This is an optimization exercise on Yosys and OpenROAD, whose aim is small area, a short achievable clock period and few clock cycles, not a production implementation.
In this exercise RTL edits were held to simulation tests only and were not proved equivalent to the original.
Power is estimated from default activity; no workload was simulated.

==> job 1503 <==
Design frm_unpack, start of the top module:
module frm_unpack (
    input  wire        clk,
    input  wire        rst,
    input  wire        start,
    input  wire [7:0]  exp_ft,
    input  wire [7:0]  exp_sub,
    input  wire [15:0] exp_cmd,      
    input  wire [7:0]  exp_dlen,
    input  wire [8:0]  nframes,
    output wire        idle,
    input  wire        fr_valid,
    output wire        fr_ready,
    input  wire [28:0] fr_id,
    input  wire [3:0]  fr_len,
    input  wire [63:0] fr_data,      
    output reg         pb_valid,
    output reg  [3:0]  pb_count,
    output reg  [63:0] pb_data,      
    output wire        done,
    output wire [7:0]  status,
    output wire [7:0]  subcode,
    output wire [8:0]  diag_frame,
    output wire [15:0] diag_exp,
    output wire [15:0] diag_act
);
Settings: LEC_CHECK=0, CAP_MARGIN=20, CORE_MARGIN=2, CORE_UTILIZATION=35, PLACE_DENSITY=0.55, SLEW_MARGIN=20, SYNTH_HIERARCHICAL=1; clock period 10.0 ns.
standard.sh (not shown) runs the stock make flow with config.mk's settings and CLKGATE_MAP_FILE= SYNTH_SCRIPT=/design/flow/synth_recipe.tcl, a recipe that flattens the netlist after the stock synthesis.
==> flow/flow/run.sh <==
#!/bin/bash
# Layout flow: the standard flow (standard.sh, ORFS from synthesis to the
# final layout) with these changes:
#  - the port buffers that buffer_ports inserts are sky130_fd_sc_hd__buf_1,
#    and after global placement those of the frame's data, length and valid
#    inputs become sky130_fd_sc_hd__buf_4 (flow/post_gpl.tcl); every port
#    still has its own buffer, and timing repair may resize them,
#  - timing repair aims for more setup slack than the flow settings allow,
#  - and it may resize cells to other footprints (MATCH_CELL_FOOTPRINT=0).
# Each tool's output is kept in ORFS's logs (orfs/logs/...); standard.sh's own
# output goes to standard.log here.
set -euo pipefail
export BUFFER_PORTS_ARGS="-buffer_cell sky130_fd_sc_hd__buf_1"
export POST_GLOBAL_PLACE_TCL="$PWD/flow/post_gpl.tcl"
bash standard.sh SETUP_SLACK_MARGIN=6 MATCH_CELL_FOOTPRINT=0 finish > standard.log 2>&1
==> flow/flow/post_gpl.tcl <==
# After global placement: the port buffers of the frame's data, length and
# valid inputs, which fan out widely, become sky130_fd_sc_hd__buf_4 (the
# other ports keep their sky130_fd_sc_hd__buf_1). Every port keeps its own
# buffer.
set n 0
foreach port [get_ports {fr_data[*] fr_len[*] fr_valid}] {
  set net [get_nets -of_objects $port]
  foreach pin [get_pins -of_objects $net -filter "direction==input"] {
    set inst [get_cells -of_objects $pin]
    if { [get_property $inst ref_name] eq "sky130_fd_sc_hd__buf_1" } {
      replace_cell $inst sky130_fd_sc_hd__buf_4
      incr n
    }
  }
}
puts "post_gpl.tcl: $n port buffers made sky130_fd_sc_hd__buf_4"
==> job 4482: changes against job 1503 <==
--- a/flow/design.v
+++ b/flow/design.v
@@ -668,20 +668,19 @@
     wire take = busy & fr_valid;
     wire [7:0] byte_en;
     frm_en u_en (.busy(busy), .len(fr_len), .en(byte_en));
     wire [15:0] crc_moved, crc_back, crc_base, crc_next;
     crc16_fwd  u_fwd (.c(crc), .k1(fwd_k1), .y(crc_moved));
     crc16_inv8 u_inv (.c(crc), .y(crc_back));
     wire        fin_fwd = crc_k1[2] & crc_k1[1];               
     wire        fin_as  = crc_k1 == 3'd5;                      
-    assign crc_base = busy ? (first ? 16'h0000 : crc_moved)
-                    : (fin & fin_fwd) ? crc_moved
-                    : (fin & fin_as) ? crc
-                    : crc_back;
+    wire        use_moved = busy ? ~first : (fin & fin_fwd);
+    wire [15:0] crc_other = busy ? 16'h0000 : (fin & fin_as) ? crc : crc_back;
+    crc16_sel u_sel (.s(use_moved), .a(crc_moved), .b(crc_other), .y(crc_base));
     crc16_frame u_frame (.d(fr_data), .en(byte_en), .x(crc_base), .y(crc_next));
     wire [79:0] cat = {hold, fr_data};
     reg [15:0] hold_next;
     always @(*) begin
         case (fr_len[2:0])
         3'd1: hold_next = cat[71:56];
         3'd2: hold_next = cat[63:48];
         3'd3: hold_next = cat[55:40];
@@ -759,21 +758,20 @@
         end
     end
     wire crc_ok   = &crc_z;
     wire hdr_fire = hdr_pend & ~fin_x & (fin | (acc == 3'd6));
     assign done = fin_x | fin2 | cz | (fh & crc_ok);
     assign idle = ~act | done;
     assign fr_ready = busy;
     always @(posedge clk) begin
-        if (fr_valid | ~busy) begin
-            crc    <= crc_next;
-            crc_z  <= {crc_next[15:12] == 4'd0, crc_next[11:8] == 4'd0,
-                       crc_next[7:4] == 4'd0, crc_next[3:0] == 4'd0};
-        end
+        if (fr_valid | ~busy)
+            crc <= crc_next;
+        crc_z <= {crc_next[15:12] == 4'd0, crc_next[11:8] == 4'd0,
+                  crc_next[7:4] == 4'd0, crc_next[3:0] == 4'd0};
         if (take) begin
             first  <= 1'b0;
             hold   <= hold_next;
             acc    <= acc_next;
             crc_k1 <= fr_len[2:0] - 3'd1;
             fwd_k1 <= (rem == 9'd0) ? {2'b00, fr_len[3]} : fr_len[2:0] - 3'd1;
         end else if (idle & start) begin
             first  <= 1'b1;
@@ -890,16 +888,24 @@
             end else if (take) begin
                 if (~first)
                     idx <= idx + 9'd1;
                 rem <= rem - 9'd1;
             end
         end
     end
 endmodule
+module crc16_sel (
+    input  wire        s,
+    input  wire [15:0] a,
+    input  wire [15:0] b,
+    output wire [15:0] y
+);
+    assign y = s ? a : b;
+endmodule
 module frm_en (
     input  wire       busy,
     input  wire [3:0] len,
     output wire [7:0] en
 );
     wire [2:0] ln = len[2:0];
     assign en = {
         busy,                                            
==> flow/flow/post_gpl.tcl (replaced) <==
# After global placement: the port buffers of the frame's data, length and
# valid inputs, which fan out widely, become sky130_fd_sc_hd__buf_4 (the
# other ports keep their sky130_fd_sc_hd__buf_1). Every port keeps its own
# buffer.
set n 0
foreach inst [get_cells -quiet input*] {
  if { [get_property $inst ref_name] ne "sky130_fd_sc_hd__buf_1" } { continue }
  set net [get_full_name [get_nets -of_objects [get_pins [get_full_name $inst]/A]]]
  if { [string match "fr_data*" $net] || [string match "fr_len*" $net] || $net eq "fr_valid" } {
    replace_cell $inst sky130_fd_sc_hd__buf_4
    incr n
  }
}
puts "post_gpl.tcl: $n port buffers made sky130_fd_sc_hd__buf_4"
==> job 8245: changes against job 1503 <==
==> flow/flow/run.sh (replaced) <==
#!/bin/bash
# Layout flow: the standard flow (standard.sh, ORFS from synthesis to the
# final layout) with these changes:
#  - the port buffers that buffer_ports inserts are sky130_fd_sc_hd__buf_1
#    (every port still gets its own buffer; timing repair resizes them),
#  - timing repair aims for more setup slack than the flow settings allow,
#  - and it may resize cells to other footprints (MATCH_CELL_FOOTPRINT=0).
# Each tool's output is kept in ORFS's logs (orfs/logs/...); standard.sh's own
# output goes to standard.log here.
set -euo pipefail
export BUFFER_PORTS_ARGS="-buffer_cell sky130_fd_sc_hd__buf_1"
bash standard.sh SETUP_SLACK_MARGIN=6 MATCH_CELL_FOOTPRINT=0 finish > standard.log 2>&1
removed: flow/flow/post_gpl.tcl
==> comparison table <==
	job 1503	job 8245	job 4482
Share of power burned in the clock network	-	0.107	0.117
Run status	aborted with a tool error	finished clean	finished clean
Failing step	global placement (3_3_place_gp)	-	-
Hold WS	-	470 ps	458 ps
Power attributed to combinational cells	-	7.32 mW	7.88 mW
Horizontal die dimension	238 µm	238 µm	237 µm
Largest class	-	multi-input gates	multi-input gates
Clock network area share	-	0.0407	0.0481
Wire length on met1	-	32000 µm	31700 µm
Max-slew violation count	-	0	0
Combined area of all synthesized cells	0.0191 mm²	0.0191 mm²	0.0190 mm²
Count of inverters other than clock inverters in the layout	-	43	46
Cell Pwr Density	-	422 mW/mm²	445 mW/mm²
Power consumed by the clock network	-	1.04 mW	1.22 mW
Final period util	-	0.414	0.404
Sequential fraction of the synthesis area	0.299	0.299	0.299
Final core utilization	-	0.427	0.435
Register clock-pin slew on the reported worst setup and hold paths	-	60 ps	60 ps
Sequential power share	-	0.139	0.125
Count of flip-flops and latches	-	229	229
Testbench counts of job 1503, summed over its fixed seeds: cycles 12,622.
Testbench counts of job 4482, summed over its fixed seeds: cycles 12,622.
Testbench counts of job 8245, summed over its fixed seeds: cycles 12,622.

[re-timing with driven ports]
Ports are ideal in the flow. The routed layouts listed here were re-timed in OpenROAD.
Step 1 assumes that a clkbuf_16 drives the clock port and a buf_2 every other input.
Step 2 adds t to the input delays and takes it off the output delays; t is the mean of the earliest and latest rising clock arrival at the registers after step 1. Input paths then give back, and output paths get back, about the clock's delay inside the block.
Three values: no drivers, after step 1, after step 2; two values: the first two.
run | shift t [ns] | setup WS [ns] | clock arrival spread, ns
job 4482 | 0.661 | 5.960 / 5.912 / 5.350 | 0.016 / 0.016
job 8245 | 0.633 | 5.862 / 5.878 / 5.246 | 0.037 / 0.037
After both steps every run listed still meets setup and hold. For job 8245, which loses most, drivers alone change the setup slack by +0.016 ns; drivers and shift together by -0.616 ns.
